Background: an optimization exercise with open tools, aiming at a short achievable clock period and few clock cycles. Do not read the settings as production practice.
At most, simulation tests tie the RTL to the original design; equivalence was not proved.
For runs 1, 3 and 4, only the layout was checked, not whether the RTL still works.
Power and IR drop assume default switching activity.

[flow/design.v]
module cu_codec (
    input  wire        clk,
    input  wire        rst_n,
    input  wire        req_valid,
    output wire        req_ready,
    input  wire [7:0]  req_op,
    input  wire [31:0] req_a,
    input  wire [31:0] req_v,
    input  wire [31:0] req_r,
    input  wire        close,
    output reg         rsp_valid,
    output reg  [2:0]  rsp_code,
    output reg  [2:0]  rsp_kind,
    output reg  [31:0] rsp_fuel,
    output reg  [3:0]  rsp_start,
    output reg  [3:0]  rsp_mode,
    output reg  [7:0]  rsp_pit,
    output reg  [3:0]  rsp_display,
    output reg  [4:0]  rsp_tm_addr,
    output reg  [31:0] rsp_tm_stamp,
    output reg  [3:0]  rsp_tm_sector,
    output reg  [31:0] rsp_version,
    output reg  [15:0] rsp_raw_len,
    output reg  [63:0] rsp_raw_head,
    output reg  [15:0] discards,
    output wire        tx_valid,
    input  wire        tx_ready,
    output wire [7:0]  tx_data,
    output wire        tx_last,
    input  wire [1:0]  tx_status,
    input  wire        rx_valid,
    output wire        rx_ready,
    input  wire [7:0]  rx_data,
    input  wire        rx_last,
    input  wire        rx_timeout,
    input  wire        rx_ioerr,
    output reg         diag_valid,
    output reg  [7:0]  diag_byte
);
    localparam [2:0] E_OK = 3'd0, E_VALID = 3'd1, E_FORMAT = 3'd2, E_CHKSUM = 3'd3,
                     E_TIMEOUT = 3'd4, E_IO = 3'd5, E_ILLEGAL = 3'd6;
    localparam [2:0] K_NONE = 3'd0, K_STATUS = 3'd1, K_TIMER = 3'd2, K_RAW = 3'd3,
                     K_VERSION = 3'd4;
    integer i;
    reg st_idle, st_check, st_send, st_await;
    reg idle_n, send_n, await_n;
    wire s_idle  = ~idle_n;
    wire s_send  = ~send_n;
    wire s_await = ~await_n;
    reg closed;
    reg [7:0] txd;
    reg       txl, txl_n;
    wire      s_txl = ~txl_n;
    assign req_ready = st_idle;
    assign tx_valid  = st_send;
    assign tx_data   = txd;
    assign tx_last   = txl;
    assign rx_ready  = st_await;
    reg [7:0] key;
    reg [2:0] len;
    reg [3:0] n1, n2, n3, n4;
    reg [3:0] chk;               
    reg [3:0] vlo;               
    reg       is_ign, is_lap, is_poll, is_ver;
    reg       sent1, sent2;      
    reg [2:0] idx;               
    wire [7:0] o      = req_op;
    wire       grp0   = (o[7:4] == 4'h0);
    wire       op_w3  = grp0 && (o[3:0] == 4'h1 || o[3:0] == 4'h2 || o[3:0] == 4'h3);
    wire       op_pos = grp0 && (o[3:0] == 4'h4);
    wire       op_clr = grp0 && (o[3:0] == 4'h5);
    wire       op_lap = grp0 && (o[3:0] == 4'h6);
    wire       op_ign = grp0 && (o[3:0] == 4'h7);
    wire       op_rst = grp0 && (o[3:0] == 4'h8);
    wire       op_ver = grp0 && (o[3:0] == 4'h9);
    wire       op_pol = grp0 && (o[3:0] == 4'hA);
    wire       op_btn = (o[7:4] == 4'h1) && (o[3:0] <= 4'h5);
    wire       op_ww  = op_w3 | op_pos | op_clr | op_lap;
    wire       legal  = op_ww | op_ign | op_rst | op_ver | op_pol | op_btn;
    wire a_ok = (req_a[31:3] == 29'd0);
    wire n_ok = (req_v[31:4] == 28'd0);
    wire b_ok = (req_v[31:8] == 24'd0);
    wire r_ok = (req_r[31:4] == 28'd0);
    wire p_ok = n_ok && (req_v[3:0] != 4'd0) && (req_v[3:0] <= 4'd8);
    wire op_chk  = op_w3 | op_pos | op_lap | op_ign;
    wire op_free = op_clr | op_rst | op_ver | op_pol | op_btn;
    reg  c_a_ok, c_n_ok, c_b_ok, c_r_ok, c_p_ok;
    reg  c_w3, c_pos, c_lap, c_ign;
    wire c_err1 = ((c_w3 | c_pos) & ~c_a_ok) | (c_w3 & ~c_n_ok) | (c_pos & ~c_p_ok) |
                  (c_lap & ~c_b_ok);
    wire c_err2 = ((c_w3 | c_pos) & ~c_r_ok) | (c_ign & ~c_b_ok);
    wire c_go   = ~c_err1 & ~c_err2 & ~closed & ~close;
    reg [7:0] f_key;
    reg [2:0] f_len;
    reg [4:0] f_word;
    reg [2:0] f_addr;
    reg [3:0] f_val, f_rep;
    reg [3:0] f_n1, f_n2, f_n3, f_n4;
    always @(*) begin
        f_word = (o[3:0] == 4'h1) ? 5'd0 : (o[3:0] == 4'h2) ? 5'd1 :
                 (o[3:0] == 4'h3) ? 5'd2 : (o[3:0] == 4'h6) ? 5'd17 : 5'd6;
        f_addr = op_lap ? 3'd7 : op_clr ? 3'd0 : req_a[2:0];
        f_val  = op_lap ? req_v[7:4] : op_clr ? 4'd0 : req_v[3:0];
        f_rep  = op_lap ? 4'd1 : op_clr ? 4'd9 : req_r[3:0];
        f_key  = 8'h3F;
        f_len  = 3'd1;
        f_n1   = 4'd0;
        f_n2   = 4'd0;
        f_n3   = 4'd0;
        f_n4   = 4'd0;
        if (op_ww) begin
            f_key = 8'h4A; f_len = 3'd6;
            f_n1 = f_word[3:0]; f_n2 = {f_addr, f_word[4]}; f_n3 = f_val; f_n4 = f_rep;
        end else if (op_ign) begin
            f_key = 8'h3A; f_len = 3'd4;
            f_n1 = req_v[3:0]; f_n2 = req_v[7:4];
        end else if (op_rst) begin
            f_key = 8'h3D; f_len = 3'd3;
            f_n1 = 4'd1;
        end else if (op_ver) begin
            f_key = 8'h30;
        end else if (op_btn) begin
            f_key = 8'h54; f_len = 3'd2;
            case (o[2:0])
                3'd0:    f_n1 = 4'd1;
                3'd1:    f_n1 = 4'd2;
                3'd2:    f_n1 = 4'd5;
                3'd3:    f_n1 = 4'd6;
                3'd4:    f_n1 = 4'd7;
                default: f_n1 = 4'd8;
            endcase
        end
    end
    wire accept  = s_idle & req_valid;
    wire acc_go  = accept & op_free & ~closed & ~close;
    wire acc_chk = accept & op_chk;
    wire acc_rsp = accept & ~op_chk & ~(op_free & ~closed & ~close);
    wire chk_go  = st_check & c_go;
    wire chk_rsp = st_check & ~c_go;
    wire       lap2 = is_lap & sent1;       
    wire [3:0] e_n1 = lap2 ? 4'd2 : n1;
    wire [3:0] e_n3 = lap2 ? vlo  : n3;
    reg  [3:0] cur_nib, nxt_nib;
    wire [2:0] nidx = idx + 3'd1;
    always @(*) begin
        case (idx)
            3'd1:    cur_nib = e_n1;
            3'd2:    cur_nib = n2;
            3'd3:    cur_nib = is_ign ? chk : e_n3;
            3'd4:    cur_nib = n4;
            default: cur_nib = chk;
        endcase
        case (nidx)
            3'd1:    nxt_nib = e_n1;
            3'd2:    nxt_nib = n2;
            3'd3:    nxt_nib = is_ign ? chk : e_n3;
            3'd4:    nxt_nib = n4;
            default: nxt_nib = chk;
        endcase
    end
    wire [7:0] cur_byte = (idx == 3'd0) ? key : {4'h3, cur_nib};
    wire [7:0] nxt_byte = s_txl ? key : {4'h3, nxt_nib};
    wire       nxt_last = s_txl ? (len == 3'd1) : (nidx == len - 3'd1);
    wire tx_take = s_send & tx_ready;
    wire nx_txl  = s_idle ? (f_len == 3'd1) : tx_take ? nxt_last : (idx == len - 3'd1);
    wire tx_end  = tx_take & s_txl;
    wire tx_ok   = tx_end & (tx_status == 2'd0);
    wire tx_bad  = tx_end & (tx_status != 2'd0);
    reg         first;           
    reg  [15:0] rlen;            
    reg         drop;            
    reg  [3:0]  sacc;            
    reg         tkq;             
    reg  [7:0]  rxq;
    reg  [4:0]  posq;            
    reg         f1_3a;           
    reg         ok5, ok11, ok15, ok17;
    reg  [63:0] head_n;          
    reg  [15:0] disc_n;          
    wire        lap_first = is_lap & ~sent2;
    wire        big  = |rlen[15:5];
    wire [4:0]  pos  = first ? 5'd0 : (big ? 5'd31 : rlen[4:0]);
    wire        q0     = tkq & (posq == 5'd0);
    wire [3:0]  s_base = (posq == 5'd0) ? 4'd0 : sacc;
    wire [3:0]  s_next = tkq ? s_base + rxq[3:0] : sacc;    
    wire        q_chk  = (rxq == {4'h3, s_base});
    wire        q_key  = (rxq == key);
    wire        e_drop = q0 ? ~q_key : drop;
    wire        e_f1   = (tkq & (posq == 5'd1)) ? (rxq == 8'h3A) : f1_3a;
    wire        e_ok5  = (tkq & (posq == 5'd5))  ? q_chk : ok5;
    wire        e_ok11 = (tkq & (posq == 5'd11)) ? q_chk : ok11;
    wire        e_ok15 = (tkq & (posq == 5'd15)) ? q_chk : ok15;
    wire        e_ok17 = (tkq & (posq == 5'd17)) ? q_chk : ok17;
    reg  [63:0] e_head;          
    always @(*) begin
        e_head = ~head_n;
        if (tkq) begin
            if (posq == 5'd0)
                e_head = {56'd0, rxq};
            else
                for (i = 1; i < 8; i = i + 1)
                    if (posq == i) e_head[i*8 +: 8] = rxq;
        end
    end
    wire        inc_disc = q0 & ~q_key & ~&(~disc_n);
    reg         use_b;
    reg  [2:0]  a_code, a_kind, b_kind;
    always @(*) begin
        use_b  = 1'b0;
        a_code = E_OK;
        a_kind = K_NONE;
        b_kind = K_NONE;
        if (is_poll) begin
            if (pos < 5'd2) begin
                a_code = E_FORMAT;
            end else if (e_f1) begin
                b_kind = K_STATUS;
                if (pos < 5'd15) a_code = E_FORMAT;
                else if (pos == 5'd15) use_b = 1'b1;
                else if (pos == 5'd16) begin
                    a_code = e_ok15 ? E_OK : E_CHKSUM; a_kind = e_ok15 ? K_STATUS : K_NONE;
                end else if (pos == 5'd17) begin
                    use_b = ~e_ok15; a_kind = K_STATUS;
                end else begin
                    a_code = (e_ok15 | e_ok17) ? E_OK : E_CHKSUM;
                    a_kind = (e_ok15 | e_ok17) ? K_STATUS : K_NONE;
                end
            end else begin
                b_kind = K_TIMER;
                if (pos < 5'd11) a_code = E_FORMAT;
                else if (pos == 5'd11) use_b = 1'b1;
                else begin
                    a_code = e_ok11 ? E_OK : E_CHKSUM; a_kind = e_ok11 ? K_TIMER : K_NONE;
                end
            end
        end else if (is_ver) begin
            b_kind = K_VERSION;
            if (pos < 5'd5) a_code = E_FORMAT;
            else if (pos == 5'd5) use_b = 1'b1;
            else begin
                a_code = e_ok5 ? E_OK : E_CHKSUM; a_kind = e_ok5 ? K_VERSION : K_NONE;
            end
        end else begin
            a_kind = K_RAW;
        end
    end
    wire        rx_take = s_await & rx_valid;
    wire        rx_evt  = rx_timeout | rx_ioerr;
    wire        rx_dat  = rx_take & ~rx_evt;
    wire        eq_chk  = (rx_data == {4'h3, s_next});
    wire [2:0]  d_code  = use_b ? (eq_chk ? E_OK : E_CHKSUM) : a_code;
    wire [2:0]  d_kind  = use_b ? (eq_chk ? b_kind : K_NONE) : a_kind;
    wire rx_done = rx_dat & rx_last & ~first & ~e_drop;   
    wire rx_one  = rx_dat & rx_last & first;              
    reg  lastq;
    wire d1      = tkq & (posq == 5'd0) & lastq;          
    wire d1_fin  = d1 & q_key & ~lap_first;
    wire d1_next = d1 & q_key & lap_first;
    wire d1_more = d1 & ~q_key;
    wire rx_fin  = (rx_take & rx_evt) | (rx_done & ~lap_first) | d1_fin;
    wire rx_next = (rx_done & lap_first) | d1_next;       
    wire nx_idle  = (s_idle & ~acc_go & ~acc_chk) | chk_rsp | tx_bad | rx_fin;
    wire nx_send  = acc_go | chk_go | (s_send & ~tx_end) | rx_next;
    wire nx_await = tx_ok | d1_more | (s_await & ~(rx_take & rx_evt) & ~rx_done & ~rx_one);
    always @(posedge clk) begin
        if (!rst_n) begin
            st_idle    <= 1'b1;
            idle_n     <= 1'b0;
            st_check   <= 1'b0;
            st_send    <= 1'b0;
            send_n     <= 1'b1;
            st_await   <= 1'b0;
            await_n    <= 1'b1;
            closed     <= 1'b0;
            rsp_valid  <= 1'b0;
            diag_valid <= 1'b0;
            tkq        <= 1'b0;
            disc_n     <= 16'hFFFF;
            discards   <= 16'd0;
        end else begin
            if (close)
                closed <= 1'b1;
            rsp_valid  <= acc_rsp | chk_rsp | tx_bad | rx_fin;
            st_idle    <= nx_idle;
            idle_n     <= ~nx_idle;
            st_check   <= acc_chk;
            st_send    <= nx_send;
            send_n     <= ~nx_send;
            st_await   <= nx_await;
            await_n    <= ~nx_await;
            tkq        <= rx_dat;
            diag_valid <= q0 & ~q_key;
            if (accept) begin
                disc_n   <= 16'hFFFF;
                discards <= 16'd0;
            end else begin
                disc_n   <= ~(~disc_n + {15'd0, inc_disc});
                discards <= ~disc_n + {15'd0, inc_disc};
            end
        end
    end
    always @(posedge clk) begin
        if (s_idle) begin
            rsp_code <= legal ? E_IO : E_ILLEGAL;
            rsp_kind <= K_NONE;
        end else if (st_check) begin
            rsp_code <= c_err1 ? E_VALID : c_err2 ? E_FORMAT : E_IO;
            rsp_kind <= K_NONE;
        end else if (s_send) begin
            rsp_code <= (tx_status == 2'd1) ? E_TIMEOUT : E_IO;
            rsp_kind <= K_NONE;
        end else if (d1) begin
            rsp_code <= (is_poll | is_ver) ? E_FORMAT : E_OK;
            rsp_kind <= (is_poll | is_ver) ? K_NONE : K_RAW;
        end else begin
            rsp_code <= rx_evt ? (rx_timeout ? E_TIMEOUT : E_IO) : d_code;
            rsp_kind <= rx_evt ? K_NONE : d_kind;
        end
        if (s_idle) begin
            key     <= f_key;
            len     <= f_len;
            n1      <= f_n1;
            n2      <= f_n2;
            n3      <= f_n3;
            n4      <= f_n4;
            vlo     <= req_v[3:0];
            is_ign  <= op_ign;
            is_lap  <= op_lap;
            is_poll <= op_pol;
            is_ver  <= op_ver;
            sent1   <= 1'b0;
            sent2   <= 1'b0;
            c_a_ok  <= a_ok;
            c_n_ok  <= n_ok;
            c_b_ok  <= b_ok;
            c_r_ok  <= r_ok;
            c_p_ok  <= p_ok;
            c_w3    <= op_w3;
            c_pos   <= op_pos;
            c_lap   <= op_lap;
            c_ign   <= op_ign;
        end else if (tx_ok) begin
            sent1   <= 1'b1;
            sent2   <= sent1;
        end
        chk <= key[3:0] + e_n1 + n2 + e_n3 + n4;
        if (s_idle) begin
            txd <= f_key;
            idx <= 3'd0;
        end else if (tx_take) begin
            txd <= nxt_byte;
            idx <= s_txl ? 3'd0 : nidx;
        end else begin
            txd <= cur_byte;
        end
        txl   <= nx_txl;
        txl_n <= ~nx_txl;
        if (tx_ok)
            first <= 1'b1;
        else if (rx_take)
            first <= rx_last;
        if (rx_take)
            rlen <= first ? 16'd1 : (&rlen ? rlen : rlen + 16'd1);
        rsp_raw_len <= first ? 16'd1 : (&rlen ? rlen : rlen + 16'd1);
        for (i = 0; i < 8; i = i + 1)
            rsp_raw_head[i*8 +: 8] <= (pos == i && !d1) ? rx_data :
                                      ((first && !d1) ? 8'd0 : e_head[i*8 +: 8]);
        rxq       <= rx_data;
        lastq     <= rx_last;
        posq      <= pos;
        diag_byte <= rxq;
        sacc      <= s_next;
        drop      <= e_drop;
        f1_3a     <= e_f1;
        ok5       <= e_ok5;
        ok11      <= e_ok11;
        ok15      <= e_ok15;
        ok17      <= e_ok17;
        head_n    <= ~e_head;
    end
    reg [31:0] fuel_n, stamp_n, ver_n;
    reg [3:0]  start_n, mode_n, disp_n, sect_n;
    reg [7:0]  pit_n;
    reg [4:0]  addr_n;
    reg [31:0] e_fuel, e_stamp, e_ver;
    reg [3:0]  e_start, e_mode, e_disp, e_sect;
    reg [7:0]  e_pit;
    reg [4:0]  e_addr;
    always @(*) begin
        e_fuel  = ~fuel_n;
        e_stamp = ~stamp_n;
        e_ver   = ~ver_n;
        e_start = ~start_n;
        e_mode  = ~mode_n;
        e_disp  = ~disp_n;
        e_sect  = ~sect_n;
        e_pit   = ~pit_n;
        e_addr  = ~addr_n;
        if (tkq) begin
            case (posq)
                5'd1: begin
                    e_addr        = {1'b0, rxq[3:0]} - 5'd1;
                    e_ver[7:0]    = rxq;
                end
                5'd2: begin
                    e_fuel[3:0]    = rxq[3:0];
                    e_stamp[27:24] = rxq[3:0];
                    e_ver[15:8]    = rxq;
                end
                5'd3: begin
                    e_fuel[7:4]    = rxq[3:0];
                    e_stamp[31:28] = rxq[3:0];
                    e_ver[23:16]   = rxq;
                end
                5'd4: begin
                    e_fuel[11:8]   = rxq[3:0];
                    e_stamp[19:16] = rxq[3:0];
                    e_ver[31:24]   = rxq;
                end
                5'd5: begin
                    e_fuel[15:12]  = rxq[3:0];
                    e_stamp[23:20] = rxq[3:0];
                end
                5'd6: begin
                    e_fuel[19:16]  = rxq[3:0];
                    e_stamp[11:8]  = rxq[3:0];
                end
                5'd7: begin
                    e_fuel[23:20]  = rxq[3:0];
                    e_stamp[15:12] = rxq[3:0];
                end
                5'd8: begin
                    e_fuel[27:24]  = rxq[3:0];
                    e_stamp[3:0]   = rxq[3:0];
                end
                5'd9: begin
                    e_fuel[31:28]  = rxq[3:0];
                    e_stamp[7:4]   = rxq[3:0];
                end
                5'd10: begin
                    e_start = rxq[3:0];
                    e_sect  = rxq[3:0];
                end
                5'd11: e_mode      = rxq[3:0];
                5'd12: e_pit[3:0]  = rxq[3:0];
                5'd13: e_pit[7:4]  = rxq[3:0];
                5'd14: e_disp      = rxq[3:0];
                default: ;
            endcase
        end
    end
    always @(posedge clk) begin
        fuel_n  <= ~e_fuel;
        stamp_n <= ~e_stamp;
        ver_n   <= ~e_ver;
        start_n <= ~e_start;
        mode_n  <= ~e_mode;
        disp_n  <= ~e_disp;
        sect_n  <= ~e_sect;
        pit_n   <= ~e_pit;
        addr_n  <= ~e_addr;
        rsp_fuel      <= e_fuel;
        rsp_tm_stamp  <= e_stamp;
        rsp_version   <= e_ver;
        rsp_start     <= e_start;
        rsp_mode      <= e_mode;
        rsp_display   <= e_disp;
        rsp_tm_sector <= e_sect;
        rsp_pit       <= e_pit;
        rsp_tm_addr   <= e_addr;
    end
endmodule
[flow/flow/run.sh]
#!/bin/bash
# The standard layout (the standard.sh: standard synthesis, floorplan,
# placement, CTS, routing, finish) with the same SDC and settings, except:
#  * port buffers are sky130_fd_sc_hd__buf_4 (ORFS otherwise picks
#    clkdlybuf4s50_1, a slow delay buffer, for every port);
#  * the resizer's setup repair aims for a larger slack margin, so that the
#    layout is optimised beyond the constraint's 12 ns.
set -euo pipefail
export BUFFER_PORTS_ARGS="-buffer_cell sky130_fd_sc_hd__buf_4"
export SETUP_SLACK_MARGIN=8.8
bash standard.sh finish > standard_flow.log 2>&1
[flow/standard.sh]
#!/bin/bash
# synth_recipe.tcl (not shown) runs the flow's synth.tcl, then flattens the netlist and writes it again
# the make line also repeats each setting of config.mk as NAME=value (left out here)
make -C /OpenROAD-flow-scripts/flow DESIGN_CONFIG=/design/flow/config.mk WORK_HOME=/design/flow/orfs CLKGATE_MAP_FILE= SYNTH_SCRIPT=/design/flow/synth_recipe.tcl "${@:-finish}"
[flow/config.mk]
export PLATFORM = sky130hd
export DESIGN_NAME = cu_codec
export DESIGN_NICKNAME = cu_codec
export VERILOG_FILES = /design/flow/design.v
export SDC_FILE = /design/flow/constraint.sdc
export NUM_CORES = 4
export LEC_CHECK = 0
export ABC_CLOCK_PERIOD_IN_PS = 1000
export CAP_MARGIN = 20
export CORE_MARGIN = 2
export CORE_UTILIZATION = 50
export PLACE_DENSITY = 0.6
export SLEW_MARGIN = 20
[flow/constraint.sdc]
create_clock -name core_clock -period 12.0 [get_ports {clk}]
set_input_delay 2.4000 -clock core_clock [delete_from_list [all_inputs] [get_ports {clk}]]
set_output_delay 2.4000 -clock core_clock [all_outputs]
set_load 0.01 [all_outputs]
==> summary.md, run 1 <==
| Metric | Value |
|---|---|
| Status | `timing/DRC/antenna clean` |
| Startpoint types | `input pin` |
| Max VDD drop | `0.000135 V` |
| Endpoints failing hold | `0` |
| Top post-synthesis cells by area | `dfxtp_1, edfxtp_1, a21oi_1` |
| Antenna violations before repair | `2` |
| P&R area growth vs syn | `35.4%` |
| Lkg Pwr | `11.8 nW` |
| Avg Vias per Cell | `5.21` |
| Combinational share of power | `7.5%` |
| Sw frac | `22.9%` |
| Req. time, crit path | `12.51 ns` |
| Final Cell Area | `26200 sq um` |
| Layout cells sized above 1 | `36.4%` |
| Post-Syn Area per Cell | `9.97 sq um` |
| Worst-path clk slew | `0.06 ns` |
| Most used DFF post-synth | `dfxtp_1` |
| Pin count of the biggest net entering global routing | `64` |
| Most frequent cells in the layout | `buf_6, dfxtp_1, dfxtp_2` |
| Skew-Pair Late Insertion Delay | `0.60 ns` |
| Sequential Power Share | `50.7%` |
| Setup CP Type | `in2reg` |
| Max Cap Violations | `0` |
| Final setup TNS | `0 ns` |
| Top cell type's share of synthesized area | `51.2%` |
| Worst-Margin Slew | `0.878 ns` |
| Seq/Total Area, Yosys | `60.0%` |
| DRC violations left | `0` |
| Hold Worst Slack | `0.411 ns` |
| First-pass GRT wire length | `83100 um` |
| Max FO, Critical Path | `2` |
| Die Height | `201 um` |
| Slew headroom | `40.9%` |
| Detail Placement HPWL | `36700 um` |
| Worst min path class | `reg2reg` |
| CTS tree | `done` |
| Drt pass-1 iters | `5` |
| Core area | `38400 sq um` |
| PD cells | `148 nW/um^2` |
| Cell internal pwr | `2.99 mW` |
| Fin. max-slew vios | `0` |
| Commonest non-fill, non-tap cell in the layout | `buf_6` |
| Overall routing resource usage | `26.3%` |
| EDFF count, synth | `57` |
| Setup-failing EPs final | `0` |
| Crit path DAT | `4.08 ns` |
| Synthesized flop and latch total | `551` |
| Max clock buf depth | `3` |
| CTS buffer count | `54` |
| Number of global-route vias before repair | `14800` |
| Skew final | `0.0187 ns` |
| Final Cycle Share | `29.8%` |
| Leading area contributor after synthesis | `dfxtp_1` |
| Post-Synthesis Net Count | `2091` |
| CTS root buffer | `clkbuf_16` |
| Cell area after placement | `22600 sq um` |
| Post-place setup slack | `7.61 ns` |
| Min cycle time layout | `3.58 ns` |
| Crit end category | `flip-flop` |
| Drt total wl | `53900 um` |
| RSZ-0062 raised after global routing | `yes` |
| Max Clk Rate | `280 MHz` |
| # H-tree levels | `2` |
| Netlist cell types | `87` |
| Detailed Route Iter0 Violations | `903` |
| Clock power share | `41.7%` |
| # nets final | `2459` |
| Asr flop ratio synth | `0%` |
| Syn Inst Count | `1939` |
| Fillers | `2966` |
| Setup ws final | `8.42 ns` |
| Top-level I/O count | `372` |
| Syn Std Cell Area | `19300 sq um` |
| Sw Pwr | `889 uW` |
| DIE WIDTH | `201 um` |
| CTS Hold Bufs | `0` |
| Clock Sinks | `551` |
| Starting Density | `50.4%` |
| GPL Wtd Cong | `0.887` |
| DR vias | `14900` |
| Detailed-route wire length per cell | `18.8 um` |
| Port bufs | `370` |
| Gr ovfl total | `0` |
| Die area | `40200 sq um` |
| Routed Antenna Nets | `0` |
| Core Rows | `72` |
| Synth warn | `1` |
[routing by layer]
layer | routed length, um | global-route usage, %
met1 | 22700 | 33.1
met2 | 26500 | 45.4
met3 | 3610 | 6.54
met4 | 1140 | 6.48
met5 | 0 | 0
[sequential cells by signal (all words and copies together), names as in the netlist, 5 cells and up]
signal / count
head_n: 64
rsp_raw_head: 64
fuel_n: 32
rsp_fuel: 32
rsp_tm_stamp: 32
rsp_version: 32
stamp_n: 32
ver_n: 32
disc_n: 16
discards: 16
rlen: 16
rsp_raw_len: 16
diag_byte: 8
pit_n: 8
rsp_pit: 8
rxq: 8
key: 7
txd: 7
addr_n: 5
posq: 5
rsp_tm_addr: 5
[critical path, stage by stage]
cell and delay, ns:
buf_16 0.11, or3_4 0.37, or3_4 0.35, nand2_4 0.07, nor3_4 0.04, a32o_2 0.29, a211o_1 0.25, o31ai_2 0.19
[metrics by stage]
step,power (mW),utilization (%),std cells
6_report,3.88,68.2,2867
5_1_grt,4.01,68.2,2867
4_1_cts,3.89,67.3,2852
3_5_place_dp,2.24,58.9,2738
3_3_place_gp,2.24,58.9,2738
2_1_floorplan,2.10,-,1939
[Yosys cell counts, types with 5 or more instances]
cell and number:
dfxtp_1 494, nand2_1 218, a21oi_1 199, inv_1 178, nor2_1 148, clkbuf_1 79, edfxtp_1 57, o31ai_1 56
nor4_1 32, nor3_1 31, o21ai_0 29, xnor2_1 29, xor2_1 27, nand3_1 24, mux2_2 22, nor2b_1 22
ha_1 20, o21a_1 17, and3_1 16, o211ai_1 15, and2_1 14, buf_2 13, nand4_1 12, nand2b_1 11
mux2i_1 10, a211o_1 9, a211oi_1 9, a31oi_1 9, fa_1 9, nor3b_1 8, or3_1 6, a221oi_1 5
a32o_1 5, buf_1 5, nand4b_1 5, or2_2 5
[what timing repair did]
| action | in CTS | in global routing |
|---|---|---|
| pin swaps | 9 | 15 |
| gates cloned | 3 | 0 |
| gates resized for setup | 487 | 80 |
| buffers inserted | 14 | 14 |
| setup endpoints to repair | 294 | 290 |
[worst paths after layout]
path / startpoint / endpoint / slack, ns / cells past startpoint
hold reg to reg: ver_n[8] / rsp_version[8] / 0.41 / 1
setup / recovery: req_op[1] / rsp_code[1] / 8.42 / 8
hold / removal: ver_n[8] / rsp_version[8] / 0.41 / 1
setup reg to reg: key[1] / chk[3] / 8.62 / 12
[layout make-up]
class                      instances  area, sq um  area share, %
tap                              518          648           2.48
sequential                       551        11900           45.5
multi-input combinational       1110         7070           27.0
inverter                         179          672           2.57
clock inverter                    22          168          0.641
clock buffer                      75         1530           5.85
timing repair buffer             411         4160           15.9
antenna                            1         2.50        0.00956
[power by group through the flow]
stage / logic, mW / registers [mW] / clock network (mW)
2_1_floorplan: 0.108 / 1.99 / 0
4_1_cts: 0.285 / 1.96 / 1.64
6_report: 0.292 / 1.97 / 1.62
3_3_place_gp: 0.249 / 1.99 / 0
3_5_place_dp: 0.251 / 1.99 / 0
5_1_grt: 0.313 / 1.97 / 1.73
[logic make-up (layout without fill, tap and decap cells)]
family                   after synthesis  in the layout  synth area share [%]
AND/OR/NAND/NOR                      583            584                  14.5
flip-flops                           551            551                  60.0
AO/OA/AOI/OAI                        407            407                  13.2
buffers and inverters                279            687                  5.58
XOR/XNOR                              56             56                  2.54
multiplexers                          32             32                  1.80
adder cells (fa/ha/maj)               30             30                  2.28
other                                  1              2                0.0194
==> inputs of run 2 (changes only) <==
--- a/flow/design.v
+++ b/flow/design.v
@@ -89,7 +89,8 @@
     wire c_err1 = ((c_w3 | c_pos) & ~c_a_ok) | (c_w3 & ~c_n_ok) | (c_pos & ~c_p_ok) |
                   (c_lap & ~c_b_ok);
     wire c_err2 = ((c_w3 | c_pos) & ~c_r_ok) | (c_ign & ~c_b_ok);
-    wire c_go   = ~c_err1 & ~c_err2 & ~closed & ~close;
+    reg  c_ill;
+    wire c_go   = ~c_ill & ~c_err1 & ~c_err2 & ~closed & ~close;
     reg [7:0] f_key;
     reg [2:0] f_len;
     reg [4:0] f_word;
@@ -133,8 +134,8 @@
     end
     wire accept  = s_idle & req_valid;
     wire acc_go  = accept & op_free & ~closed & ~close;
-    wire acc_chk = accept & op_chk;
-    wire acc_rsp = accept & ~op_chk & ~(op_free & ~closed & ~close);
+    wire acc_chk = accept & ~op_free;
+    wire acc_rsp = accept & op_free & (closed | close);
     wire chk_go  = st_check & c_go;
     wire chk_rsp = st_check & ~c_go;
     wire       lap2 = is_lap & sent1;       
@@ -301,10 +302,10 @@
     end
     always @(posedge clk) begin
         if (s_idle) begin
-            rsp_code <= legal ? E_IO : E_ILLEGAL;
+            rsp_code <= E_IO;        
             rsp_kind <= K_NONE;
         end else if (st_check) begin
-            rsp_code <= c_err1 ? E_VALID : c_err2 ? E_FORMAT : E_IO;
+            rsp_code <= c_ill ? E_ILLEGAL : c_err1 ? E_VALID : c_err2 ? E_FORMAT : E_IO;
             rsp_kind <= K_NONE;
         end else if (s_send) begin
             rsp_code <= (tx_status == 2'd1) ? E_TIMEOUT : E_IO;
@@ -339,6 +340,7 @@
             c_pos   <= op_pos;
             c_lap   <= op_lap;
             c_ign   <= op_ign;
+            c_ill   <= ~legal;
         end else if (tx_ok) begin
             sent1   <= 1'b1;
             sent2   <= sent1;
==> run 2 against run 1 <==
Compared with the run above: fmax rose by 2.7%; flip-flop and latch count is 1 higher; combinational power rose by 39%; highest routed layer unchanged; via count up 0.52%; critical endpoint is now rsp_raw_head[55]; critical path type is now reg2out; register-to-register slack about the same.
==> summary.md, run 2 <==
| Metric | Value |
|---|---|
| Status | `timing/DRC/antenna clean (unchanged)` |
| Top post-synthesis cells by area | `dfxtp_1, edfxtp_1, a21oi_1 (unchanged)` |
| Synthesized flop and latch total | `552 (was 551)` |
| Die area | `39700 sq um (was 40200 sq um)` |
| Max Clk Rate | `287 MHz (was 280 MHz)` |
| EDFF count, synth | `58 (was 57)` |
| WP buf/inv | `1 (unchanged)` |
| Endpoints failing hold | `0 (unchanged)` |
| Detail Placement HPWL | `37600 um (was 36700 um)` |
| # nets final | `2424 (was 2459)` |
| Routed Antenna Nets | `0 (unchanged)` |
| Gr ovfl total | `0 (unchanged)` |
| DR vias | `15000 (was 14900)` |
| Top cell type's share of synthesized area | `51.8% (was 51.2%)` |
| Number of global-route vias before repair | `14500 (was 14800)` |
| Asr flop ratio synth | `0% (unchanged)` |
| P&R area growth vs syn | `37.5% (was 35.4%)` |
| Max FO, Critical Path | `1 (was 2)` |
| Antenna violations before repair | `1 (was 2)` |
| Worst R2R Start | `n4[1] (was key[1])` |
| Crit-path leading delay family | `flip-flops (was simple AND/OR/NAND/NOR gates)` |
| Overall routing resource usage | `27.0% (was 26.3%)` |
| Worst Setup SP | `rsp_raw_head[55] (was req_op[1])` |
| CTS tree | `done (unchanged)` |
| Commonest cells post-synth | `dfxtp_1, a21oi_1, nand2_1, nor2_1, inv_1 (was dfxtp_1, nand2_1, a21oi_1, inv_1, nor2_1)` |
| Detailed-route wire length per cell | `19.4 um (was 18.8 um)` |
| Crit-path max cell delay | `0.36 ns (was 0.37 ns)` |
| Leading area contributor after synthesis | `dfxtp_1 (unchanged)` |
| First-pass GRT wire length | `81900 um (was 83100 um)` |
| GPL Wtd Cong | `0.856 (was 0.887)` |
| Worst min path class | `reg2reg (unchanged)` |
| Synth warn | `1 (unchanged)` |
| Drt pass-1 iters | `7 (was 5)` |
| PD cells | `163 nW/um^2 (was 148 nW/um^2)` |
| Crit end category | `output port (was flip-flop)` |
| Combinational share of power | `9.5% (was 7.5%)` |
| Fin. max-slew vios | `0 (unchanged)` |
| Max clock buf depth | `3 (unchanged)` |
| Die Height | `199 um (was 201 um)` |
| Count leader, synth | `dfxtp_1 (unchanged)` |
| Core area | `37700 sq um (was 38400 sq um)` |
| Fillers | `2929 (was 2966)` |
| Setup-failing EPs final | `0 (unchanged)` |
| Syn Inst Count | `1902 (was 1939)` |
| Final Cycle Share | `29.0% (was 29.8%)` |
| Skew final | `0.0192 ns (was 0.0187 ns)` |
| Setup CP Type | `reg2out (was in2reg)` |
| CTS Hold Bufs | `0 (unchanged)` |
| CP max-delay cell | `dfxtp_2 (was or3_4)` |
| Sequential Power Share | `47.4% (was 50.7%)` |
| Regs by FF count | `head_n (64), rsp_raw_head (64) (unchanged)` |
| Crit path DAT | `1.08 ns (was 4.08 ns)` |
| Clock power share | `43.1% (was 41.7%)` |
| Startpoint types | `flip-flop (was input pin)` |
| Core Rows | `71 (was 72)` |
| Min cycle time layout | `3.48 ns (was 3.58 ns)` |
| Pin count of the biggest net entering global routing | `73 (was 64)` |
| Max VDD drop | `0.000103 V (was 0.000135 V)` |
| Post-Synthesis Net Count | `2054 (was 2091)` |
| # H-tree levels | `2 (unchanged)` |
| Syn Std Cell Area | `19100 sq um (was 19300 sq um)` |
| Clock Sinks | `552 (was 551)` |
| RSZ-0062 raised after global routing | `yes (unchanged)` |
| Most frequent cells in the layout | `buf_6, dfxtp_2, dfxtp_1 (was buf_6, dfxtp_1, dfxtp_2)` |
| Max Cap Violations | `0 (unchanged)` |
| Top-level I/O count | `372 (unchanged)` |
| DRC violations left | `0 (unchanged)` |
| Worst-path clk slew | `0.07 ns (was 0.06 ns)` |
| Detailed Route Iter0 Violations | `899 (was 903)` |
| Commonest non-fill, non-tap cell in the layout | `buf_6 (unchanged)` |
| CTS buffer count | `53 (was 54)` |
| Worst-Margin Slew | `1.06 ns (was 0.878 ns)` |
| Req. time, crit path | `9.60 ns (was 12.51 ns)` |
| Avg Vias per Cell | `5.31 (was 5.21)` |
| Layout cells sized above 1 | `38.2% (was 36.4%)` |
| Cell internal pwr | `3.29 mW (was 2.99 mW)` |
| Beginning of the worst hold path | `fuel_n[22] (was ver_n[8])` |
| CTS root buffer | `clkbuf_16 (unchanged)` |
| Post-Syn Area per Cell | `10.0 sq um (was 9.97 sq um)` |
| Drt total wl | `54700 um (was 53900 um)` |
| CP Cell Sequence | `buf_6 (was buf_16 > or3_4 > or3_4 > nand2_4 > nor3_4 > a32o_2 > a211o_1 > o31ai_2)` |
| Sw Pwr | `985 uW (was 889 uW)` |
| Sw frac | `23.0% (was 22.9%)` |
| Most used DFF post-synth | `dfxtp_1 (unchanged)` |
| Post-layout util | `69.7% (was 68.2%)` |
| DIE WIDTH | `199 um (was 201 um)` |
| Skew-Pair Late Insertion Delay | `0.61 ns (was 0.60 ns)` |
| Slew headroom | `29.5% (was 40.9%)` |
| Starting Density | `50.7% (was 50.4%)` |
| Netlist cell types | `72 (was 87)` |
| Port bufs | `370 (unchanged)` |
| Final setup TNS | `0 ns (unchanged)` |
| Seq/Total Area, Yosys | `61.0% (was 60.0%)` |
| Lkg Pwr | `11.8 nW (about the same)` |
## run 2: cell types whose count changed in the layout (fill, tap and decap cells not counted), sizes merged, moves of 7 or more
cell,previous run,this run
nand2,219,192
nor2,150,176
mux2,22,39
o31ai,56,39
bufinv,1,13
inv,181,173
clkbuf,75,68
nand3b,3,10
## run 2: path summary, 6_finish.rpt
check                     end  slack [ns]  cells past startpoint
max reg2reg            chk[3]        8.61                     12
min reg2reg      rsp_fuel[22]        0.41                      1
min              rsp_fuel[22]        0.41                      1
max          rsp_raw_head[55]        8.52                      1
## run 2: layer usage
metal,share of wire (%),GRT usage (%),vias up
met2,49,45.6,525
met5,0,0,-
met3,6.1,4.83,102
met4,3.6,10.1,0
li1,-,-,7153
met1,41,34.7,7243
## run 2: repair_timing
item | 4_1_cts | 5_1_grt
resized for setup | 497 | 112
setup endpoints to repair | 292 | 302
setup buffers | 20 | 8
pin swaps | 19 | 28
gates cloned | 1 | 0
## run 2: stage by stage
step                setup WS, ns  area (sq um)  std cells  power (mW)  hold WS [ns]
finish                      8.52         26200       2827        4.27         0.413
global placement            7.83         22300       2698        2.40         0.409
floorplan                   7.98         19300       1902        2.21         0.326
detailed placement          7.79         22300       2698        2.40         0.413
global route                8.47         26200       2826        4.42         0.422
CTS                         8.50         25800       2817        4.29         0.412
## run 2: power by group through the flow
stage	Sequential (mW)	Combinational, mW	Clock, mW
floorplan	2.04	0.172	0
global placement	2.05	0.348	0
detailed placement	2.05	0.354	0
CTS	2.02	0.397	1.87
global route	2.03	0.439	1.95
finish	2.03	0.405	1.84
## run 2: cell type report
type / count / area (sq um) / area share [%]
clock inverters: 30 / 515 / 1.96
repair buffers: 409 / 4140 / 15.8
multi-input cells: 1084 / 6910 / 26.3
clock buffers: 68 / 1430 / 5.46
well taps: 511 / 639 / 2.44
diodes: 1 / 2.50 / 0.00954
flip-flops and latches: 552 / 12000 / 45.6
inverters: 172 / 646 / 2.46
## run 2: logic make-up (layout without fill, tap and decap cells)
group                      Yosys count  in the layout  synth area share, %
AOI/OAI and AO/OA                  378            378                 12.0
xor gates and xnor gates            54             54                 2.48
adders and majority gates           29             29                 2.26
buffers and inverters              267            679                 5.36
DFF                                552            552                 61.0
muxes                               48             48                 2.79
other                                1              2               0.0197
and+or+nand+nor                    573            574                 14.1
Testbench counts of run 2, summed over its fixed seeds: cycles 117,636.
==> inputs of run 3 (changes only) <==
--- a/flow/design.v
+++ b/flow/design.v
@@ -43,25 +43,19 @@
                      K_VERSION = 3'd4;
     integer i;
     reg st_idle, st_check, st_send, st_await;
-    reg idle_n, send_n, await_n;
-    wire s_idle  = ~idle_n;
-    wire s_send  = ~send_n;
-    wire s_await = ~await_n;
     reg closed;
     reg [7:0] txd;
-    reg       txl, txl_n;
-    wire      s_txl = ~txl_n;
+    reg       txl;
     assign req_ready = st_idle;
     assign tx_valid  = st_send;
     assign tx_data   = txd;
     assign tx_last   = txl;
     assign rx_ready  = st_await;
-    reg [7:0] key;
-    reg [2:0] len;
-    reg [3:0] n1, n2, n3, n4;
+    reg [7:0] q_op;
+    reg [2:0] q_a;
+    reg [7:0] q_v;
+    reg [3:0] q_r;
     reg [3:0] chk;               
-    reg [3:0] vlo;               
-    reg       is_ign, is_lap, is_poll, is_ver;
     reg       sent1, sent2;      
     reg [2:0] idx;               
     wire [7:0] o      = req_op;
@@ -89,58 +83,71 @@
     wire c_err1 = ((c_w3 | c_pos) & ~c_a_ok) | (c_w3 & ~c_n_ok) | (c_pos & ~c_p_ok) |
                   (c_lap & ~c_b_ok);
     wire c_err2 = ((c_w3 | c_pos) & ~c_r_ok) | (c_ign & ~c_b_ok);
-    reg  c_ill;
-    wire c_go   = ~c_ill & ~c_err1 & ~c_err2 & ~closed & ~close;
-    reg [7:0] f_key;
-    reg [2:0] f_len;
-    reg [4:0] f_word;
-    reg [2:0] f_addr;
-    reg [3:0] f_val, f_rep;
-    reg [3:0] f_n1, f_n2, f_n3, f_n4;
+    wire c_go   = ~c_err1 & ~c_err2 & ~closed & ~close;
+    wire [7:0] f_key = op_ww  ? 8'h4A : op_ign ? 8'h3A : op_rst ? 8'h3D :
+                       op_ver ? 8'h30 : op_btn ? 8'h54 : 8'h3F;
+    wire [7:0] lo     = q_op;
+    wire       l_grp0 = (lo[7:4] == 4'h0);
+    wire       l_w3   = l_grp0 && (lo[3:0] == 4'h1 || lo[3:0] == 4'h2 || lo[3:0] == 4'h3);
+    wire       l_pos  = l_grp0 && (lo[3:0] == 4'h4);
+    wire       l_clr  = l_grp0 && (lo[3:0] == 4'h5);
+    wire       is_lap = l_grp0 && (lo[3:0] == 4'h6);
+    wire       is_ign = l_grp0 && (lo[3:0] == 4'h7);
+    wire       l_rst  = l_grp0 && (lo[3:0] == 4'h8);
+    wire       is_ver = l_grp0 && (lo[3:0] == 4'h9);
+    wire       is_poll = l_grp0 && (lo[3:0] == 4'hA);
+    wire       l_btn  = (lo[7:4] == 4'h1) && (lo[3:0] <= 4'h5);
+    wire       l_ww   = l_w3 | l_pos | l_clr | is_lap;
+    reg [7:0] key;
+    reg [2:0] len;
+    reg [4:0] l_word;
+    reg [2:0] l_addr;
+    reg [3:0] l_val, l_rep;
+    reg [3:0] n1, n2, n3, n4;
     always @(*) begin
-        f_word = (o[3:0] == 4'h1) ? 5'd0 : (o[3:0] == 4'h2) ? 5'd1 :
-                 (o[3:0] == 4'h3) ? 5'd2 : (o[3:0] == 4'h6) ? 5'd17 : 5'd6;
-        f_addr = op_lap ? 3'd7 : op_clr ? 3'd0 : req_a[2:0];
-        f_val  = op_lap ? req_v[7:4] : op_clr ? 4'd0 : req_v[3:0];
-        f_rep  = op_lap ? 4'd1 : op_clr ? 4'd9 : req_r[3:0];
-        f_key  = 8'h3F;
-        f_len  = 3'd1;
-        f_n1   = 4'd0;
-        f_n2   = 4'd0;
-        f_n3   = 4'd0;
-        f_n4   = 4'd0;
-        if (op_ww) begin
-            f_key = 8'h4A; f_len = 3'd6;
-            f_n1 = f_word[3:0]; f_n2 = {f_addr, f_word[4]}; f_n3 = f_val; f_n4 = f_rep;
-        end else if (op_ign) begin
-            f_key = 8'h3A; f_len = 3'd4;
-            f_n1 = req_v[3:0]; f_n2 = req_v[7:4];
-        end else if (op_rst) begin
-            f_key = 8'h3D; f_len = 3'd3;
-            f_n1 = 4'd1;
-        end else if (op_ver) begin
-            f_key = 8'h30;
-        end else if (op_btn) begin
-            f_key = 8'h54; f_len = 3'd2;
-            case (o[2:0])
-                3'd0:    f_n1 = 4'd1;
-                3'd1:    f_n1 = 4'd2;
-                3'd2:    f_n1 = 4'd5;
-                3'd3:    f_n1 = 4'd6;
-                3'd4:    f_n1 = 4'd7;
-                default: f_n1 = 4'd8;
+        l_word = (lo[3:0] == 4'h1) ? 5'd0 : (lo[3:0] == 4'h2) ? 5'd1 :
+                 (lo[3:0] == 4'h3) ? 5'd2 : (lo[3:0] == 4'h6) ? 5'd17 : 5'd6;
+        l_addr = is_lap ? 3'd7 : l_clr ? 3'd0 : q_a;
+        l_val  = is_lap ? q_v[7:4] : l_clr ? 4'd0 : q_v[3:0];
+        l_rep  = is_lap ? 4'd1 : l_clr ? 4'd9 : q_r;
+        key = 8'h3F;
+        len = 3'd1;
+        n1  = 4'd0;
+        n2  = 4'd0;
+        n3  = 4'd0;
+        n4  = 4'd0;
+        if (l_ww) begin
+            key = 8'h4A; len = 3'd6;
+            n1 = l_word[3:0]; n2 = {l_addr, l_word[4]}; n3 = l_val; n4 = l_rep;
+        end else if (is_ign) begin
+            key = 8'h3A; len = 3'd4;
+            n1 = q_v[3:0]; n2 = q_v[7:4];
+        end else if (l_rst) begin
+            key = 8'h3D; len = 3'd3;
+            n1 = 4'd1;
+        end else if (is_ver) begin
+            key = 8'h30;
+        end else if (l_btn) begin
+            key = 8'h54; len = 3'd2;
+            case (lo[2:0])
+                3'd0:    n1 = 4'd1;
+                3'd1:    n1 = 4'd2;
+                3'd2:    n1 = 4'd5;
+                3'd3:    n1 = 4'd6;
+                3'd4:    n1 = 4'd7;
+                default: n1 = 4'd8;
             endcase
         end
     end
-    wire accept  = s_idle & req_valid;
+    wire accept  = st_idle & req_valid;
     wire acc_go  = accept & op_free & ~closed & ~close;
-    wire acc_chk = accept & ~op_free;
-    wire acc_rsp = accept & op_free & (closed | close);
+    wire acc_chk = accept & op_chk;
+    wire acc_rsp = accept & ~op_chk & ~(op_free & ~closed & ~close);
     wire chk_go  = st_check & c_go;
     wire chk_rsp = st_check & ~c_go;
     wire       lap2 = is_lap & sent1;       
     wire [3:0] e_n1 = lap2 ? 4'd2 : n1;
-    wire [3:0] e_n3 = lap2 ? vlo  : n3;
+    wire [3:0] e_n3 = lap2 ? q_v[3:0] : n3;
     reg  [3:0] cur_nib, nxt_nib;
     wire [2:0] nidx = idx + 3'd1;
     always @(*) begin
@@ -160,11 +167,10 @@
         endcase
     end
     wire [7:0] cur_byte = (idx == 3'd0) ? key : {4'h3, cur_nib};
-    wire [7:0] nxt_byte = s_txl ? key : {4'h3, nxt_nib};
-    wire       nxt_last = s_txl ? (len == 3'd1) : (nidx == len - 3'd1);
-    wire tx_take = s_send & tx_ready;
-    wire nx_txl  = s_idle ? (f_len == 3'd1) : tx_take ? nxt_last : (idx == len - 3'd1);
-    wire tx_end  = tx_take & s_txl;
+    wire [7:0] nxt_byte = txl ? key : {4'h3, nxt_nib};
+    wire       nxt_last = txl ? (len == 3'd1) : (nidx == len - 3'd1);
+    wire tx_take = st_send & tx_ready;
+    wire tx_end  = tx_take & txl;
     wire tx_ok   = tx_end & (tx_status == 2'd0);
     wire tx_bad  = tx_end & (tx_status != 2'd0);
     reg         first;           
@@ -245,10 +251,11 @@
             a_kind = K_RAW;
         end
     end
-    wire        rx_take = s_await & rx_valid;
+    wire        rx_take = st_await & rx_valid;
     wire        rx_evt  = rx_timeout | rx_ioerr;
     wire        rx_dat  = rx_take & ~rx_evt;
-    wire        eq_chk  = (rx_data == {4'h3, s_next});
+    reg  [3:0]  tgt;             
+    wire        eq_chk  = (rx_data[7:4] == 4'h3) & (rx_data[3:0] == tgt);
     wire [2:0]  d_code  = use_b ? (eq_chk ? E_OK : E_CHKSUM) : a_code;
     wire [2:0]  d_kind  = use_b ? (eq_chk ? b_kind : K_NONE) : a_kind;
     wire rx_done = rx_dat & rx_last & ~first & ~e_drop;   
@@ -260,18 +267,12 @@
     wire d1_more = d1 & ~q_key;
     wire rx_fin  = (rx_take & rx_evt) | (rx_done & ~lap_first) | d1_fin;
     wire rx_next = (rx_done & lap_first) | d1_next;       
-    wire nx_idle  = (s_idle & ~acc_go & ~acc_chk) | chk_rsp | tx_bad | rx_fin;
-    wire nx_send  = acc_go | chk_go | (s_send & ~tx_end) | rx_next;
-    wire nx_await = tx_ok | d1_more | (s_await & ~(rx_take & rx_evt) & ~rx_done & ~rx_one);
     always @(posedge clk) begin
         if (!rst_n) begin
             st_idle    <= 1'b1;
-            idle_n     <= 1'b0;
             st_check   <= 1'b0;
             st_send    <= 1'b0;
-            send_n     <= 1'b1;
             st_await   <= 1'b0;
-            await_n    <= 1'b1;
             closed     <= 1'b0;
             rsp_valid  <= 1'b0;
             diag_valid <= 1'b0;
@@ -282,13 +283,10 @@
             if (close)
                 closed <= 1'b1;
             rsp_valid  <= acc_rsp | chk_rsp | tx_bad | rx_fin;
-            st_idle    <= nx_idle;
-            idle_n     <= ~nx_idle;
+            st_idle    <= (st_idle & ~acc_go & ~acc_chk) | chk_rsp | tx_bad | rx_fin;
             st_check   <= acc_chk;
-            st_send    <= nx_send;
-            send_n     <= ~nx_send;
-            st_await   <= nx_await;
-            await_n    <= ~nx_await;
+            st_send    <= acc_go | chk_go | (st_send & ~tx_end) | rx_next;
+            st_await   <= tx_ok | d1_more | (st_await & ~(rx_take & rx_evt) & ~rx_done & ~rx_one);
             tkq        <= rx_dat;
             diag_valid <= q0 & ~q_key;
             if (accept) begin
@@ -301,13 +299,13 @@
         end
     end
     always @(posedge clk) begin
-        if (s_idle) begin
-            rsp_code <= E_IO;        
+        if (st_idle) begin
+            rsp_code <= legal ? E_IO : E_ILLEGAL;
             rsp_kind <= K_NONE;
         end else if (st_check) begin
-            rsp_code <= c_ill ? E_ILLEGAL : c_err1 ? E_VALID : c_err2 ? E_FORMAT : E_IO;
+            rsp_code <= c_err1 ? E_VALID : c_err2 ? E_FORMAT : E_IO;
             rsp_kind <= K_NONE;
-        end else if (s_send) begin
+        end else if (st_send) begin
             rsp_code <= (tx_status == 2'd1) ? E_TIMEOUT : E_IO;
             rsp_kind <= K_NONE;
         end else if (d1) begin
@@ -317,18 +315,11 @@
             rsp_code <= rx_evt ? (rx_timeout ? E_TIMEOUT : E_IO) : d_code;
             rsp_kind <= rx_evt ? K_NONE : d_kind;
         end
-        if (s_idle) begin
-            key     <= f_key;
-            len     <= f_len;
-            n1      <= f_n1;
-            n2      <= f_n2;
-            n3      <= f_n3;
-            n4      <= f_n4;
-            vlo     <= req_v[3:0];
-            is_ign  <= op_ign;
-            is_lap  <= op_lap;
-            is_poll <= op_pol;
-            is_ver  <= op_ver;
+        if (st_idle) begin
+            q_op    <= req_op;
+            q_a     <= req_a[2:0];
+            q_v     <= req_v[7:0];
+            q_r     <= req_r[3:0];
             sent1   <= 1'b0;
             sent2   <= 1'b0;
             c_a_ok  <= a_ok;
@@ -340,29 +331,31 @@
             c_pos   <= op_pos;
             c_lap   <= op_lap;
             c_ign   <= op_ign;
-            c_ill   <= ~legal;
         end else if (tx_ok) begin
             sent1   <= 1'b1;
             sent2   <= sent1;
         end
         chk <= key[3:0] + e_n1 + n2 + e_n3 + n4;
-        if (s_idle) begin
+        if (st_idle) begin
             txd <= f_key;
+            txl <= op_ver | op_pol;
             idx <= 3'd0;
         end else if (tx_take) begin
             txd <= nxt_byte;
-            idx <= s_txl ? 3'd0 : nidx;
+            txl <= nxt_last;
+            idx <= txl ? 3'd0 : nidx;
         end else begin
             txd <= cur_byte;
+            txl <= (idx == len - 3'd1);
         end
-        txl   <= nx_txl;
-        txl_n <= ~nx_txl;
         if (tx_ok)
             first <= 1'b1;
         else if (rx_take)
             first <= rx_last;
-        if (rx_take)
+        if (rx_take) begin
             rlen <= first ? 16'd1 : (&rlen ? rlen : rlen + 16'd1);
+            tgt  <= first ? rx_data[3:0] : tgt + rx_data[3:0];
+        end
         rsp_raw_len <= first ? 16'd1 : (&rlen ? rlen : rlen + 16'd1);
         for (i = 0; i < 8; i = i + 1)
             rsp_raw_head[i*8 +: 8] <= (pos == i && !d1) ? rx_data :
==> run 3 against run 2 <==
Compared with the run above: critical path type is now reg2reg; final cell count grew 5.6%; critical endpoint is now chk[3]; cell area up 4.0%; fmax down 19%.
==> summary.md, run 3 <==
| Metric | Value |
|---|---|
| Most frequent cells in the layout | `buf_6, dfxtp_1, dfxtp_2 (was buf_6, dfxtp_2, dfxtp_1)` |
| Port bufs | `370 (unchanged)` |
| Fillers | `2947 (was 2929)` |
| CP max-delay cell | `fa_1 (was dfxtp_2)` |
| Die Height | `203 um (was 199 um)` |
| Regs by FF count | `head_n (64), rsp_raw_head (64) (unchanged)` |
| Drt total wl | `59800 um (was 54700 um)` |
| First-pass GRT wire length | `90400 um (was 81900 um)` |
| Max Cap Violations | `0 (unchanged)` |
| Core area | `38800 sq um (was 37700 sq um)` |
| Crit path DAT | `4.84 ns (was 1.08 ns)` |
| RSZ-0062 raised after global routing | `yes (unchanged)` |
| Final setup TNS | `0 ns (unchanged)` |
| Top cell type's share of synthesized area | `49.2% (was 51.8%)` |
| Worst reg2reg setup slack | `7.69 ns (was 8.61 ns)` |
| Adder-Cell Fraction of Synth Area | `2.53% (was 2.26%)` |
| Multiplexer share of the synthesized area | `0.741% (was 2.79%)` |
| Final Cycle Share | `35.9% (was 29.0%)` |
| Pin count of the biggest net entering global routing | `77 (was 73)` |
| Placed cells | `2813 (was 2698)` |
| Layout cells sized above 1 | `37.7% (was 38.2%)` |
| Compound-gate portion of the synthesized area | `14.2% (was 12.0%)` |
| Simple-gate area share of the yosys netlist | `16.7% (was 14.1%)` |
| Status | `timing/DRC/antenna clean (unchanged)` |
| Setup ws final | `7.69 ns (was 8.52 ns)` |
| Crit end category | `flip-flop (was output port)` |
| Skew final | `0.0222 ns (was 0.0192 ns)` |
| Commonest cells post-synth | `dfxtp_1, nand2_1, inv_1, a21oi_1, nor2_1 (was dfxtp_1, a21oi_1, nand2_1, nor2_1, inv_1)` |
| Lkg Pwr | `11.9 nW (was 11.8 nW)` |
| Routed Antenna Nets | `0 (unchanged)` |
| Post-Syn Area per Cell | `9.78 sq um (was 10.0 sq um)` |
| Overall routing resource usage | `28.3% (was 27.0%)` |
| Clock Sinks | `542 (was 552)` |
| CTS Hold Bufs | `0 (unchanged)` |
| Detailed Route Iter0 Violations | `1003 (was 899)` |
| EDFF count, synth | `56 (was 58)` |
| Max FO, Critical Path | `4 (was 1)` |
| Top-level I/O count | `372 (unchanged)` |
| Finished Layout Cells | `2984 (was 2827)` |
| Avg Vias per Cell | `5.44 (was 5.31)` |
| Min cycle time layout | `4.31 ns (was 3.48 ns)` |
| Number of global-route vias before repair | `15900 (was 14500)` |
| Setup CP Type | `reg2reg (was reg2out)` |
| CTS tree | `done (unchanged)` |
| DIE WIDTH | `203 um (was 199 um)` |
| Skew-Pair Late Insertion Delay | `0.60 ns (was 0.61 ns)` |
| Starting Density | `50.9% (was 50.7%)` |
| Synth warn | `1 (unchanged)` |
| # nets final | `2579 (was 2424)` |
| Post-place setup slack | `7.15 ns (was 7.79 ns)` |
| Worst-Margin Slew | `1.05 ns (was 1.06 ns)` |
| Post-synthesis xor/xnor area fraction | `2.08% (was 2.48%)` |
| Detailed-route wire length per cell | `20.0 um (was 19.4 um)` |
| Top post-synthesis cells by area | `dfxtp_1, edfxtp_1, nand2_1 (was dfxtp_1, edfxtp_1, a21oi_1)` |
| Crit-path leading delay family | `adder cells (was flip-flops)` |
| Fin. max-slew vios | `0 (unchanged)` |
| Seq/Total Area, Yosys | `57.7% (was 61.0%)` |
| Leading area contributor after synthesis | `dfxtp_1 (unchanged)` |
| Gr ovfl total | `0 (unchanged)` |
| WP buf/inv | `3 (was 1)` |
| DRC violations left | `0 (unchanged)` |
| Worst min path class | `reg2reg (unchanged)` |
| PD cells | `135 nW/um^2 (was 163 nW/um^2)` |
| Post-Synthesis Net Count | `2178 (was 2054)` |
| Asr flop ratio synth | `0% (unchanged)` |
| Largest family of logic cells by synthesized area | `simple AND/OR/NAND/NOR gates (unchanged)` |
| Max VDD drop | `0.000118 V (was 0.000103 V)` |
| Netlist cell types | `103 (was 72)` |
| CTS root buffer | `clkbuf_16 (unchanged)` |
| Antenna violations before repair | `2 (was 1)` |
| Slew headroom | `29.7% (was 29.5%)` |
| Multi-input logic area | `7940 sq um (was 6910 sq um)` |
| GPL Wtd Cong | `0.930 (was 0.856)` |
| Max Clk Rate | `232 MHz (was 287 MHz)` |
| Startpoint types | `flip-flop (unchanged)` |
| Count leader, synth | `dfxtp_1 (unchanged)` |
| Die area | `41100 sq um (was 39700 sq um)` |
| Endpoints failing hold | `0 (unchanged)` |
| Syn Std Cell Area | `19800 sq um (was 19100 sq um)` |
| CTS buffer count | `52 (was 53)` |
| Synthesized flop and latch total | `542 (was 552)` |
| Crit-path max cell delay | `0.52 ns (was 0.36 ns)` |
| Max clock buf depth | `3 (unchanged)` |
| Syn Inst Count | `2021 (was 1902)` |
| CP Cell Sequence | `buf_4 > or3b_1 > a2111oi_4 > fa_1 > fa_1 > inv_1 > fa_1 > inv_1 > fa_2 > xnor2_2 > xnor2_2 > xnor2_1 > xnor2_1 > xnor2_1 (was buf_6)` |
| Most used DFF post-synth | `dfxtp_1 (unchanged)` |
| Reg area | `11700 sq um (was 12000 sq um)` |
| Drt pass-1 iters | `5 (was 7)` |
| DR vias | `16200 (was 15000)` |
| Detail Placement HPWL | `40200 um (was 37600 um)` |
| Setup-failing EPs final | `0 (unchanged)` |
| Post-layout util | `70.3% (was 69.7%)` |
| Commonest non-fill, non-tap cell in the layout | `buf_6 (unchanged)` |
| Req. time, crit path | `12.53 ns (was 9.60 ns)` |
| # H-tree levels | `2 (unchanged)` |
| P&R area growth vs syn | `38.1% (was 37.5%)` |
| Worst-path clk slew | `0.06 ns (was 0.07 ns)` |
| Core Rows | `72 (was 71)` |
-- run 3: cell types whose count changed after synthesis, moves of 10 or more --
cell / before / now
mux2_2: 38 / 3
xor2_1: 24 / 14
nand3_1: 19 / 40
buf_2: 6 / 22
nor2_1: 175 / 154
o21ai_0: 36 / 60
nor3_1: 39 / 26
nand2_1: 191 / 233
a21oi_1: 198 / 166
inv_1: 172 / 192
o31ai_1: 39 / 66
-- run 3: cell type report --
type	instances	area share [%]
well taps	518	2.38
flip-flops and latches	542	43.0
repair buffers	456	16.4
clock inverters	22	0.972
inverters	192	2.66
diodes	2	0.0183
multi-input cells	1178	29.1
clock buffers	74	5.49
-- run 3: cells by family (layout without fill, tap and decap cells) --
group | after synthesis | after routing
adder cells (fa/ha/maj) | 34 | 34
AO/OA/AOI/OAI | 432 | 432
buffers and inverters | 301 | 744
XOR/XNOR | 47 | 47
flip-flops | 542 | 542
AND/OR/NAND/NOR | 651 | 651
other | 1 | 3
multiplexers | 13 | 13
-- run 3: final timing paths --
kind                  from             end  depth (start not counted)
setup / recovery   q_op[0]          chk[3]                         14
hold / removal    ver_n[7]  rsp_version[7]                          1
setup reg to reg   q_op[0]          chk[3]                         14
hold reg to reg   ver_n[7]  rsp_version[7]                          1
-- run 3: stage by stage --
step           total power [mW]  hold slack (ns)  area, sq um
3_5_place_dp               2.02            0.414        23200
6_report                   3.68            0.416        27300
4_1_cts                    3.70            0.416        26900
3_3_place_gp               2.02            0.410        23200
5_1_grt                    3.80            0.431        27300
2_1_floorplan              1.95            0.326        20200
-- run 3: report_power, final --
part | switching [mW] | total [mW] | internal [mW]
Clock | 0.692 | 1.67 | 0.982
Combinational | 0.0861 | 0.161 | 0.0745
Sequential | 0.0106 | 1.85 | 1.84
-- run 3: metal layers --
metal | track usage (%) | routed length (um) | up-vias
met4 | 11.3 | 2270 | 0
met2 | 45.5 | 27700 | 591
met3 | 5.71 | 4020 | 148
li1 | - | - | 7718
met1 | 37.7 | 25800 | 7774
met5 | 0 | 0 | -
-- run 3: what timing repair did --
item / CTS / global route
pin swaps: 29 / 30
resized for setup: 529 / 75
setup buffers: 54 / 19
setup endpoints to repair: 300 / 300
==> inputs of run 4 (changes only) <==
--- a/flow/config.mk
+++ b/flow/config.mk
@@ -9,5 +9,7 @@
 export CAP_MARGIN = 20
 export CORE_MARGIN = 2
 export CORE_UTILIZATION = 50
+export CTS_CLUSTER_DIAMETER = 80
+export CTS_CLUSTER_SIZE = 24
 export PLACE_DENSITY = 0.6
 export SLEW_MARGIN = 20
==> run 4 against run 3 <==
Compared with the run above: synthesized area unchanged; worst hold slack worse by 0.0037 ns; final cell count down 1.9%; highest routed layer is now met5.
==> summary.md, run 4 <==
| Metric | Value |
|---|---|
| Synth warn | `1 (unchanged)` |
| Setup-failing EPs final | `0 (unchanged)` |
| Met2 Routed Length | `26800 um (was 27700 um)` |
| Skew final | `0.0239 ns (was 0.0222 ns)` |
| Detailed-route wire length per cell | `19.9 um (was 20.0 um)` |
| P&R area growth vs syn | `33.4% (was 38.1%)` |
| Worst reg2reg setup slack | `7.70 ns (was 7.69 ns)` |
| Port bufs | `370 (unchanged)` |
| Avg Vias per Cell | `5.42 (was 5.44)` |
| Seq/Total Area, Yosys | `57.7% (unchanged)` |
| Commonest non-fill, non-tap cell in the layout | `buf_6 (unchanged)` |
| Final setup TNS | `0 ns (unchanged)` |
| Commonest cells post-synth | `dfxtp_1, nand2_1, inv_1, a21oi_1, nor2_1 (unchanged)` |
| Metal-1 WL | `26100 um (was 25800 um)` |
| Netlist cell types | `103 (unchanged)` |
| Post-layout util | `67.9% (was 70.3%)` |
| GPL Wtd Cong | `0.930 (unchanged)` |
| Worst min path class | `reg2reg (unchanged)` |
| Status | `timing/DRC/antenna clean (unchanged)` |
| Count leader, synth | `dfxtp_1 (unchanged)` |
| Post-synthesis xor/xnor area fraction | `2.08% (unchanged)` |
| RSZ-0062 raised after global routing | `yes (unchanged)` |
| Req. time, crit path | `12.53 ns (about the same)` |
| Adder-Cell Fraction of Synth Area | `2.53% (unchanged)` |
| PD cells | `117 nW/um^2 (was 135 nW/um^2)` |
| Final Cycle Share | `35.8% (was 35.9%)` |
| Regs by FF count | `head_n (64), rsp_raw_head (64) (unchanged)` |
| Routed length on met3 | `3110 um (was 4020 um)` |
| Synthesized flop and latch total | `542 (unchanged)` |
| Core Rows | `72 (unchanged)` |
| Pin count of the biggest net entering global routing | `77 (unchanged)` |
| Detailed Route Iter0 Violations | `1003 (unchanged)` |
| Multi-input logic area | `7930 sq um (was 7940 sq um)` |
| # H-tree levels | `1 (was 2)` |
| # nets final | `2552 (was 2579)` |
| Top cell type's share of synthesized area | `49.2% (unchanged)` |
| Top post-synthesis cells by area | `dfxtp_1, edfxtp_1, nand2_1 (unchanged)` |
| DIE WIDTH | `203 um (unchanged)` |
| Cell area after placement | `23200 sq um (unchanged)` |
| Overall routing resource usage | `27.6% (was 28.3%)` |
| Simple-gate area share of the yosys netlist | `16.7% (unchanged)` |
| Syn Inst Count | `2021 (unchanged)` |
| Max Used Layer | `met5 (was met4)` |
| Clock Sinks | `542 (unchanged)` |
| Starting Density | `50.9% (unchanged)` |
| EDFF count, synth | `56 (unchanged)` |
| Crit end category | `flip-flop (unchanged)` |
| Antenna violations before repair | `2 (unchanged)` |
| Detail Placement HPWL | `40200 um (unchanged)` |
| Max Cap Violations | `0 (unchanged)` |
| First-pass GRT wire length | `88700 um (was 90400 um)` |
| CTS root buffer | `clkbuf_16 (unchanged)` |
| Most frequent cells in the layout | `buf_6, dfxtp_1, dfxtp_2 (unchanged)` |
| Die Height | `203 um (unchanged)` |
| Reg area | `11700 sq um (about the same)` |
| Drt total wl | `58100 um (was 59800 um)` |
| Asr flop ratio synth | `0% (unchanged)` |
| Post-Synthesis Net Count | `2178 (unchanged)` |
| Max FO, Critical Path | `7 (was 4)` |
| Number of global-route vias before repair | `15500 (was 15900)` |
| Skew-Pair Late Insertion Delay | `0.61 ns (was 0.60 ns)` |
| Multiplexer share of the synthesized area | `0.741% (unchanged)` |
| Gr ovfl total | `0 (unchanged)` |
| Fin. max-slew vios | `0 (unchanged)` |
| Crit path DAT | `4.83 ns (was 4.84 ns)` |
| DR vias | `15900 (was 16200)` |
| Endpoints failing hold | `0 (unchanged)` |
| Drt pass-1 iters | `5 (unchanged)` |
| CTS buffer count | `29 (was 52)` |
| Routed Antenna Nets | `0 (unchanged)` |
| Final Cell Area | `26400 sq um (was 27300 sq um)` |
-- run 4: cell counts after synthesis --
No cell type changed its count.
-- run 4: kinds of logic (layout without fill, tap and decap cells) --
kind of cell / Yosys count / in the layout
AO/OA/AOI/OAI: 432 / 432
XOR/XNOR: 47 / 47
adder cells (fa/ha/maj): 34 / 34
buffers and inverters: 301 / 687
flip-flops: 542 / 542
multiplexers: 13 / 13
other: 1 / 3
AND/OR/NAND/NOR: 651 / 651
-- run 4: critical path, stage by stage (launching register included) --
cell and delay [ns]:
edfxtp_1 0.44, or3_4 0.49, buf_12 0.16, nor2_4 0.26, nor2_2 0.10, fa_1 0.47, fa_1 0.49, inv_1 0.05
fa_1 0.48, inv_1 0.06, fa_2 0.40, xnor2_2 0.16, xnor2_2 0.14, xnor2_1 0.14, xnor2_1 0.23, xnor2_1 0.14
-- run 4: worst paths after layout --
| kind | start | depth (start not counted) | end |
|---|---|---|---|
| setup reg to reg | q_op[7] | 15 | chk[3] |
| hold / removal | fuel_n[11] | 1 | rsp_fuel[11] |
| hold reg to reg | fuel_n[11] | 1 | rsp_fuel[11] |
| setup / recovery | q_op[7] | 15 | chk[3] |
-- run 4: power breakdown --
part           switching [mW]  internal, mW
combinational          0.0860        0.0745
clock                   0.603         0.474
sequential             0.0107          1.84
total                   0.700          2.38
-- run 4: layout make-up --
| class | count | share of cell area, % |
|---|---|---|
| sequential | 542 | 44.5 |
| multi-input combinational | 1178 | 30.1 |
| timing repair buffer | 452 | 16.9 |
| clock buffer | 36 | 2.93 |
| inverter | 192 | 2.75 |
| tap | 518 | 2.46 |
| clock inverter | 7 | 0.417 |
| antenna | 2 | 0.0190 |
-- run 4: per-layer routing --
metal / track usage [%] / up-vias
met5: 1.07 / -
li1: - / 7633
met1: 37.9 / 7594
met3: 3.79 / 117
met4: 10.4 / 2
met2: 44.4 / 510
-- run 4: metrics by stage --
step | hold WS, ns | setup WS [ns]
detailed placement | 0.414 | 7.15
floorplan | 0.326 | 7.90
global placement | 0.410 | 7.13
CTS | 0.415 | 7.73
global route | 0.435 | 7.54
finish | 0.412 | 7.70
-- run 4: timing repair --
| item | 4_1_cts | 5_1_grt |
|---|---|---|
| hold buffers | 0 | 0 |
| endpoints found under the setup margin | 300 | 300 |
| pin swaps | 31 | 36 |
| setup buffers | 54 | 15 |
| resized for setup | 518 | 80 |

port drivers added, routing unchanged:
The results above use ideal ports. As a check the final layouts listed here were re-extracted and re-timed, cells and wires unchanged.
Step 1, drivers: a clkbuf_16 drives clk and a buf_2 each remaining input, both assumed.
Step 2 times the ports against the registers' clock, not the clock port: input delays grow and output delays shrink by t, the midpoint of the rising clock arrivals with the driver on.
a / b / c = ideal ports / drivers / drivers and shift; a / b = the first two.
run | t (ns) | slack for setup (ns) | latest minus earliest clock arrival (ns) | worst register clock-pin slew, ns
run 1 | 0.647 | 8.424 / 8.359 / 7.712 | 0.019 / 0.019 | 0.06 / 0.06
run 2 | 0.657 | 8.519 / 8.459 / 7.892 | 0.020 / 0.020 | 0.07 / 0.07
run 3 | 0.640 | 7.687 / 7.687 / 7.687 | 0.023 / 0.022 | 0.07 / 0.07
run 4 | 0.651 | 7.701 / 7.701 / 7.701 | 0.024 / 0.023 | 0.10 / 0.10
After both steps every run listed still meets setup and hold. For run 1, which loses most, drivers alone change the setup slack by -0.065 ns; drivers and shift together by -0.712 ns.
